Source: an optimization exercise on an open RTL-to-GDS flow (aim: small area, a short achievable clock period and few clock cycles per item). Production flows keep margins and buffers that such runs may drop.
Only simulation tests tie the RTL to the original design; equivalence was not proved.
Power is estimated from default activity; no workload was simulated.

==> job 7914: inputs <==
==> flow/design.v <==
module swar_scan (
    input  wire        clk,
    input  wire        rst,
    input  wire        cmd_valid,
    output wire        cmd_ready,
    input  wire [31:0] cmd,
    input  wire [63:0] a,
    input  wire [63:0] b,
    input  wire [7:0]  c,
    output reg         done,
    output reg         err,
    output wire [63:0] res,
    output wire        mem_req_valid,
    input  wire        mem_req_ready,
    output wire [63:0] mem_req_addr,
    input  wire        mem_rsp_valid,
    input  wire [63:0] mem_rsp_data
);
    reg        idle;        
    reg        go;          
    reg        s1, s2;      
    reg        sc;          
    reg        first;       
    reg        rev, str;    
    reg [7:0]  tgt;         
    reg [2:0]  lenlo;       
    reg [63:0] addr;        
    reg [28:0] idx;         
    reg [31:0] u;           
    reg [1:0]  out;         
    reg [1:0]  drop;        
    reg [2:0]  pos;
    reg        nf;          
    reg        hi;          
    reg        iw;          
    reg        ini;         
    reg        pd, pe;      
    wire lp = !idle && !str && !go && !pd && (out == 2'd1) && (drop == 2'd0);
    assign cmd_ready     = idle || (lp && mem_rsp_valid);
    wire sw = str && go && (out == 2'd1) && (drop == 2'd0);
    wire nz = &{|mem_rsp_data[63:56], |mem_rsp_data[55:48], |mem_rsp_data[47:40], |mem_rsp_data[39:32],
                |mem_rsp_data[31:24], |mem_rsp_data[23:16], |mem_rsp_data[15:8],  |mem_rsp_data[7:0]};
    wire thr = str ? (out == drop) : (out != 2'd3);
    assign mem_req_valid = (go && thr) || (sw && mem_rsp_valid && nz);
    assign mem_req_addr  = addr;
    wire req_fire = mem_req_valid && mem_req_ready;
    wire fire = cmd_valid && cmd_ready;
    wire [1:0] cur  = out - drop;
    wire rsp  = mem_rsp_valid && (drop == 2'd0);
    wire last = !go && (cur == 2'd1);
    wire mask_en = (rev ? first : last) && (lenlo != 3'd0);
    reg  [7:0] hit;
    integer i;
    always @* begin
        for (i = 0; i < 8; i = i + 1)
            hit[i] = (mem_rsp_data[8*i +: 8] == tgt) && !(mask_en && (i >= lenlo));
    end
    wire any = |hit;
    reg [2:0] fpos, lpos;
    integer j, k;
    always @* begin
        fpos = 3'd0;
        for (j = 7; j >= 0; j = j - 1)
            if (hit[j]) fpos = j[2:0];
        lpos = 3'd0;
        for (k = 0; k < 8; k = k + 1)
            if (hit[k]) lpos = k[2:0];
    end
    wire decide = rsp && (any || (!str && last));
    wire in_legal = ((cmd[7:0] == 8'h05 || cmd[7:0] == 8'h06) &&
                     cmd[31:12] == 20'd0 && cmd[10:8] == 3'd0)
                 || (cmd[31:0] == 32'h08);
    wire in_rev = cmd[1];
    wire in_str = cmd[3];
    wire in_run = in_legal && (in_str || b[31:0] != 32'd0);
    wire final_req = !str && (u == {31'd0, lenlo == 3'd0});
    integer lv, ii;
    wire        dn = (rev || s2) && !s1 && !sc;
    wire [28:0] alo = addr[31:3];
    reg  [28:0] alo_pp;                   
    always @* begin
        alo_pp = alo ^ {29{dn}};
        for (lv = 0; lv < 5; lv = lv + 1)
            for (ii = 0; ii < 29; ii = ii + 1)
                if ((ii >> lv) & 1)
                    alo_pp[ii] = alo_pp[ii] & alo_pp[((ii >> lv) << lv) - 1];
    end
    wire [28:0] alo_cnt = alo ^ {alo_pp[27:0], 1'b1};
    reg  [28:0] ag, ap;
    always @* begin
        ag = alo & u[28:0];
        ap = alo ^ u[28:0];
        for (lv = 0; lv < 5; lv = lv + 1)
            for (ii = 0; ii < 29; ii = ii + 1)
                if ((ii >> lv) & 1) begin
                    ag[ii] = ag[ii] | (ap[ii] & ag[((ii >> lv) << lv) - 1]);
                    ap[ii] = ap[ii] & ap[((ii >> lv) << lv) - 1];
                end
    end
    wire [28:0] alo_add = alo ^ u[28:0] ^ {ag[27:0], 1'b0};
    wire [28:0] alo_n = s1 ? alo_add : alo_cnt;
    wire        acy = sc || alo_pp[28];
    wire [31:0] ahi = addr[63:32];
    reg  [31:0] ahi_pp;
    always @* begin
        ahi_pp = ahi ^ {32{dn}};
        for (lv = 0; lv < 5; lv = lv + 1)
            for (ii = 0; ii < 32; ii = ii + 1)
                if ((ii >> lv) & 1)
                    ahi_pp[ii] = ahi_pp[ii] & ahi_pp[((ii >> lv) << lv) - 1];
    end
    wire [31:0] ahi_n = ahi ^ ({ahi_pp[30:0], 1'b1} & {32{acy}});
    wire        idn = rev;
    reg  [28:0] idx_pp;
    always @* begin
        idx_pp = idx ^ {29{idn}};
        for (lv = 0; lv < 5; lv = lv + 1)
            for (ii = 0; ii < 29; ii = ii + 1)
                if ((ii >> lv) & 1)
                    idx_pp[ii] = idx_pp[ii] & idx_pp[((ii >> lv) << lv) - 1];
    end
    wire [28:0] idx_n = idx ^ {idx_pp[27:0], 1'b1};
    reg  [31:0] u_pp;
    always @* begin
        u_pp = ~u;
        for (lv = 0; lv < 5; lv = lv + 1)
            for (ii = 0; ii < 32; ii = ii + 1)
                if ((ii >> lv) & 1)
                    u_pp[ii] = u_pp[ii] & u_pp[((ii >> lv) << lv) - 1];
    end
    wire [31:0] u_n = u ^ {u_pp[30:0], 1'b1};
    wire        u_en = str ? (rsp && iw) : req_fire;
    wire [1:0] out_n = out + {1'b0, req_fire} - {1'b0, mem_rsp_valid};
    reg  [1:0] drop_n;
    reg        go_n, str_n;
    always @* begin
        drop_n = drop;
        if (mem_rsp_valid && drop != 2'd0) drop_n = drop - 2'd1;
        if (decide) drop_n = out_n;
        go_n = go;
        if (s1) go_n = !s2 && !ag[28];
        else if (sc) go_n = !s2;
        else if (s2) go_n = 1'b1;
        if (req_fire && final_req) go_n = 1'b0;
        if (decide) go_n = 1'b0;
        str_n = str;
        if (fire) begin
            go_n  = in_run && !in_rev;
            str_n = in_str;
        end
        if (rst) begin
            drop_n = 2'd0;
            go_n   = 1'b0;
        end
    end
    wire [1:0] rst_out_n = rst ? 2'd0 : out_n;
    always @(posedge clk) begin
        done <= 1'b0;
        out  <= rst_out_n;
        drop <= drop_n;
        go   <= go_n;
        str  <= str_n;
        if (rsp) begin
            first <= 1'b0;
            pos   <= rev ? lpos : fpos;
            nf    <= !any;
            hi    <= str && any;
        end
        ini <= 1'b0;
        if (ini) begin
            idx <= rev ? u[28:0] : {29{1'b1}};
            iw  <= 1'b1;
        end else if (rsp && !(rev && first && lenlo != 3'd0)) begin
            idx <= idx_n;
            iw  <= (idx == {{28{1'b1}}, 1'b0});
        end
        sc <= s1 && ag[28];
        s1 <= 1'b0;
        if (s2 && !s1 && !sc)
            s2 <= 1'b0;
        if (s1 || (s2 && !sc) || req_fire)
            addr[31:3] <= alo_n;
        if (sc || (s2 && !s1) || req_fire)
            addr[63:32] <= ahi_n;
        if (u_en)
            u <= u_n;
        if (decide) begin
            idle <= 1'b1;
            done <= 1'b1;
            err  <= 1'b0;
        end
        pd <= 1'b0;
        if (pd) begin
            idle <= 1'b1;
            done <= 1'b1;
            err  <= pe;
            nf   <= 1'b1;
            hi   <= 1'b0;
        end
        if (fire) begin
            pe    <= !in_legal;
            tgt   <= in_str ? 8'h00 : c;
            addr  <= a;
            u     <= in_str ? 32'd0 : {3'd0, b[31:3]};
            lenlo <= b[2:0];
            rev   <= in_rev;
            first <= 1'b1;
            s1    <= in_run && in_rev;
            s2    <= in_run && in_rev && (b[2:0] == 3'd0);
            idle  <= 1'b0;
            ini   <= in_run;
            pd    <= !in_run;
        end
        if (rst) begin
            idle <= 1'b1;
            done <= 1'b0;
            s1   <= 1'b0;
            s2   <= 1'b0;
            sc   <= 1'b0;
            pd   <= 1'b0;
        end
    end
    assign res = {~u & {32{hi}}, {idx, pos} | {32{nf}}};
endmodule
==> flow/flow/run.sh <==
#!/bin/bash
# Standard ORFS layout, with plain buf_1 cells as the port buffers.
set -euo pipefail
export BUFFER_PORTS_ARGS="-buffer_cell sky130_fd_sc_hd__buf_1"
bash standard.sh synth > synth.log 2>&1
bash standard.sh > layout.log 2>&1
==> flow/standard.sh <==
#!/bin/bash
# synth_recipe.tcl (not shown) runs the flow's synth.tcl, then flattens the netlist and writes it again
# the make line also repeats each setting of config.mk as NAME=value (left out here)
make -C /OpenROAD-flow-scripts/flow DESIGN_CONFIG=/design/flow/config.mk WORK_HOME=/design/flow/orfs CLKGATE_MAP_FILE= SYNTH_SCRIPT=/design/flow/synth_recipe.tcl "${@:-finish}"
==> flow/config.mk <==
export PLATFORM = sky130hd
export DESIGN_NAME = swar_scan
export DESIGN_NICKNAME = swar_scan
export VERILOG_FILES = /design/flow/design.v
export SDC_FILE = /design/flow/constraint.sdc
export NUM_CORES = 4
export LEC_CHECK = 0
export CAP_MARGIN = 20
export CORE_MARGIN = 2
export CORE_UTILIZATION = 65
export CTS_BUF_LIST = sky130_fd_sc_hd__clkbuf_8
export SETUP_SLACK_MARGIN = 2.8
export SLEW_MARGIN = 20
==> flow/constraint.sdc <==
create_clock -name core_clock -period 6.5 [get_ports {clk}]
set_input_delay 1.3000 -clock core_clock [delete_from_list [all_inputs] [get_ports {clk}]]
set_output_delay 1.3000 -clock core_clock [all_outputs]
set_load 0.01 [all_outputs]
==> inputs of job 143, as changes to job 7914 <==
==> flow/design.v (replaced) <==
module swar_scan (
    input  wire        clk,
    input  wire        rst,
    input  wire        cmd_valid,
    output wire        cmd_ready,
    input  wire [31:0] cmd,
    input  wire [63:0] a,
    input  wire [63:0] b,
    input  wire [7:0]  c,
    output reg         done,
    output reg         err,
    output wire [63:0] res,
    output wire        mem_req_valid,
    input  wire        mem_req_ready,
    output wire [63:0] mem_req_addr,
    input  wire        mem_rsp_valid,
    input  wire [63:0] mem_rsp_data
);
    reg        idle;        
    reg        go;          
    reg        thr;         
    reg        s1, s2;      
    reg        first;       
    reg        rev, str;    
    reg [7:0]  tgt;         
    reg [2:0]  lenlo;       
    reg [63:0] addr;        
    reg [28:0] idx;         
    reg [31:0] u;           
    reg [1:0]  out;         
    reg [1:0]  drop;        
    reg [2:0]  pos;
    reg        nf;          
    reg        hi;          
    assign cmd_ready     = idle;
    assign mem_req_valid = go && thr;
    assign mem_req_addr  = addr;
    wire req_fire = go && thr && mem_req_ready;
    wire fire = cmd_valid && idle;
    wire [1:0] cur  = out - drop;
    wire rsp  = mem_rsp_valid && (drop == 2'd0);
    wire last = !go && (cur == 2'd1);
    wire mask_en = (rev ? first : last) && (lenlo != 3'd0);
    reg  [7:0] hit;
    integer i;
    always @* begin
        for (i = 0; i < 8; i = i + 1)
            hit[i] = (mem_rsp_data[8*i +: 8] == tgt) && !(mask_en && (i >= lenlo));
    end
    wire any = |hit;
    reg [2:0] fpos, lpos;
    integer j, k;
    always @* begin
        fpos = 3'd0;
        for (j = 7; j >= 0; j = j - 1)
            if (hit[j]) fpos = j[2:0];
        lpos = 3'd0;
        for (k = 0; k < 8; k = k + 1)
            if (hit[k]) lpos = k[2:0];
    end
    wire decide = rsp && (any || (!str && last));
    wire in_legal = ((cmd[7:0] == 8'h05 || cmd[7:0] == 8'h06) &&
                     cmd[31:12] == 20'd0 && cmd[10:8] == 3'd0)
                 || (cmd[31:0] == 32'h08);
    wire in_rev = cmd[1];
    wire in_str = cmd[3];
    wire in_run = in_legal && (in_str || b[31:0] != 32'd0);
    wire final_req = !str && (u == {31'd0, lenlo == 3'd0});
    wire [1:0] out_n = out + {1'b0, req_fire} - {1'b0, mem_rsp_valid};
    reg  [1:0] drop_n;
    reg        go_n, str_n;
    always @* begin
        drop_n = drop;
        if (mem_rsp_valid && drop != 2'd0) drop_n = drop - 2'd1;
        if (decide) drop_n = out_n;
        go_n = go;
        if (s1) go_n = !s2;
        else if (s2) go_n = 1'b1;
        if (req_fire && final_req) go_n = 1'b0;
        if (decide) go_n = 1'b0;
        str_n = str;
        if (fire) begin
            go_n  = in_run && !in_rev;
            str_n = in_str;
        end
        if (rst) begin
            drop_n = 2'd0;
            go_n   = 1'b0;
        end
    end
    wire [1:0] rst_out_n = rst ? 2'd0 : out_n;
    integer lv, ii;
    wire        dn = (rev || s2) && !s1;
    wire [28:0] alo = addr[31:3];
    reg  [28:0] alo_pp;                   
    always @* begin
        alo_pp = alo ^ {29{dn}};
        for (lv = 0; lv < 5; lv = lv + 1)
            for (ii = 0; ii < 29; ii = ii + 1)
                if ((ii >> lv) & 1)
                    alo_pp[ii] = alo_pp[ii] & alo_pp[((ii >> lv) << lv) - 1];
    end
    wire [28:0] alo_cnt = alo ^ {alo_pp[27:0], 1'b1};
    reg  [28:0] ag, ap;
    always @* begin
        ag = alo & idx;
        ap = alo ^ idx;
        for (lv = 0; lv < 5; lv = lv + 1)
            for (ii = 0; ii < 29; ii = ii + 1)
                if ((ii >> lv) & 1) begin
                    ag[ii] = ag[ii] | (ap[ii] & ag[((ii >> lv) << lv) - 1]);
                    ap[ii] = ap[ii] & ap[((ii >> lv) << lv) - 1];
                end
    end
    wire [28:0] alo_add = alo ^ idx ^ {ag[27:0], 1'b0};
    wire [28:0] alo_n = s1 ? alo_add : alo_cnt;
    wire        acy = s1 ? ag[28] : alo_pp[28];
    wire [31:0] ahi = addr[63:32];
    reg  [31:0] ahi_pp;
    always @* begin
        ahi_pp = ahi ^ {32{dn}};
        for (lv = 0; lv < 5; lv = lv + 1)
            for (ii = 0; ii < 32; ii = ii + 1)
                if ((ii >> lv) & 1)
                    ahi_pp[ii] = ahi_pp[ii] & ahi_pp[((ii >> lv) << lv) - 1];
    end
    wire [31:0] ahi_n = ahi ^ ({ahi_pp[30:0], 1'b1} & {32{acy}});
    wire [63:0] addr_n = {ahi_n, alo_n, addr[2:0]};
    wire        idn = rev && !s1;
    reg  [28:0] idx_pp;
    always @* begin
        idx_pp = idx ^ {29{idn}};
        for (lv = 0; lv < 5; lv = lv + 1)
            for (ii = 0; ii < 29; ii = ii + 1)
                if ((ii >> lv) & 1)
                    idx_pp[ii] = idx_pp[ii] & idx_pp[((ii >> lv) << lv) - 1];
    end
    wire [28:0] idx_n = idx ^ {idx_pp[27:0], 1'b1};
    wire        idx_wrap = idx_pp[28];        
    reg  [31:0] u_pp;
    always @* begin
        u_pp = ~u;
        for (lv = 0; lv < 5; lv = lv + 1)
            for (ii = 0; ii < 32; ii = ii + 1)
                if ((ii >> lv) & 1)
                    u_pp[ii] = u_pp[ii] & u_pp[((ii >> lv) << lv) - 1];
    end
    wire [31:0] u_n = u ^ {u_pp[30:0], 1'b1};
    wire        u_en = str ? (rsp && idx_wrap) : req_fire;
    always @(posedge clk) begin
        done <= 1'b0;
        out  <= rst_out_n;
        drop <= drop_n;
        go   <= go_n;
        str  <= str_n;
        thr  <= str_n ? (rst_out_n == drop_n) : (rst_out_n != 2'd3);
        if (rsp) begin
            first <= 1'b0;
            pos   <= rev ? lpos : fpos;
            nf    <= !any;
            hi    <= str && any;
        end
        if (rsp || (s1 && lenlo != 3'd0))
            idx <= idx_n;
        if (s1)
            s1  <= 1'b0;
        else if (s2)
            s2  <= 1'b0;
        if (s1 || s2 || req_fire)
            addr <= addr_n;
        if (u_en)
            u <= u_n;
        if (decide) begin
            idle <= 1'b1;
            done <= 1'b1;
        end
        if (fire) begin
            err   <= !in_legal;
            tgt   <= in_str ? 8'h00 : c;
            addr  <= a;
            idx   <= in_rev ? b[31:3] : {29{1'b1}};
            u     <= in_str ? 32'd0 : {3'd0, b[31:3]};
            lenlo <= b[2:0];
            rev   <= in_rev;
            first <= 1'b1;
            s1    <= in_run && in_rev;
            s2    <= in_run && in_rev && (b[2:0] == 3'd0);
            if (in_run)
                idle <= 1'b0;
            else begin
                done <= 1'b1;
                nf   <= 1'b1;
                hi   <= 1'b0;
            end
        end
        if (rst) begin
            idle <= 1'b1;
            done <= 1'b0;
            s1   <= 1'b0;
            s2   <= 1'b0;
        end
    end
    assign res = {~u & {32{hi}}, {idx, pos} | {32{nf}}};
endmodule
CORE_UTILIZATION = 40   (was 65)
CTS_BUF_LIST = default   (was sky130_fd_sc_hd__clkbuf_8)
SETUP_SLACK_MARGIN = 2.5   (was 2.8)
==> inputs of job 7151, as changes to job 7914 <==
ABC_AREA = 1   (was default)
CAP_MARGIN = 0   (was 20)
SETUP_SLACK_MARGIN = 3.0   (was 2.8)
SLEW_MARGIN = 0   (was 20)
==> summary.txt <==
- Job 7914 went through all stages and came out clean. Job 7151 passed the timing, DRC and antenna checks. Job 143 finished clean.
- Sequential share of layout area, highest first: job 7914, job 143, job 7151.
- Die area, highest first: job 143, job 7151, job 7914.
- In flip-flop and latch count, job 7151 and job 7914 do not differ.
- Core utilization, highest first: job 7151, job 7914, job 143.
- Final cell count: job 7914 < job 143 < job 7151.
- Clock skew: job 143 < job 7914 < job 7151.
- Between job 143 and job 7151, the lower maximum frequency is in job 143 (gap 8.6%, measured against job 7151).
- Sequential power, highest first: job 7151, job 7914, job 143.
- Clock power, highest first: job 143, job 7151, job 7914.
- Via count, lowest first: job 143, job 7914, job 7151.
==> figures <==
item	job 7914	job 7151	job 143
Outcome	no timing/DRC/antenna violations	no timing/DRC/antenna violations	no timing/DRC/antenna violations
Initial core utilization	65.8%	65.8%	40.6%
Share of post-route cells with drive strength above 1	7.19%	5.11%	6.43%
Sw Ratio	39.7%	43.4%	35.7%
Cell chosen for the clock root	sky130_fd_sc_hd__clkbuf_8	sky130_fd_sc_hd__clkbuf_8	sky130_fd_sc_hd__clkbuf_16
Crit path launch	mem_rsp_valid	mem_rsp_valid	s1
CTS sink count	159	159	155
Number of buffer and inverter instances along the worst setup path	2	3	2
HPWL after detailed placement	28.7 mm	30.3 mm	28.6 mm
Synthesized instance count	1455	2006	1478
Total power consumption of the routed design	3.59 mW	4.30 mW	3.45 mW
Number of synthesized flops with an enable pin	143	143	141
R2R Setup Slk	2.89 ns	3.19 ns	2.68 ns
Met3 GRT Util	6.80%	6.16%	3.69%
Drt pass-1 iters	5	6	7
Worst Skew	0.0177 ns	0.0244 ns	0.0135 ns
Period minus WS final	3.64 ns	3.49 ns	3.82 ns
Share of the synthesized area in compound gates (AO/OA/AOI/OAI)	14.7%	9.90%	15.9%
Die height	144 um	149 um	183 um
Number of nets at the end of the flow	2033	2614	2038
Share of the final layout cell area in sequential cells	31.6%	29.0%	30.2%
Testbench counts of job 7914, summed over its fixed seeds: cycles 16,495, commands 1,600.
Testbench counts of job 143, summed over its fixed seeds: cycles 19,806, commands 1,600.
Testbench counts of job 7151, summed over its fixed seeds: cycles 16,495, commands 1,600.

## separate check: timing with driven ports
In the flow no input, the clock included, has a driving cell. The finished layouts below were timed again as built, in two steps. Step 1 assumes that a clkbuf_16 drives the clock port and a buf_2 every other input. Step 2 moves the port delays by t, midway between the first and last clock arrival at a register: inputs arrive t later, outputs are due t later. That takes back most of the time a late clock gives input paths. Slacks: ideal ports / drivers / drivers and shift; pairs: ideal ports / drivers.
run	shift t [ns]	slack for setup (ns)	clock arrival spread, ns	worst register clock-pin slew, ns
job 7914	0.519	2.856 / 2.811 / 2.497	0.018 / 0.018	0.10 / 0.10
job 143	0.481	2.682 / 2.682 / 2.365	0.013 / 0.014	0.08 / 0.08
job 7151	0.518	3.009 / 2.918 / 2.591	0.024 / 0.025	0.11 / 0.11
After both steps every run listed still meets setup and hold. For job 7151, which loses most, drivers alone change the setup slack by -0.091 ns; drivers and shift together by -0.418 ns.
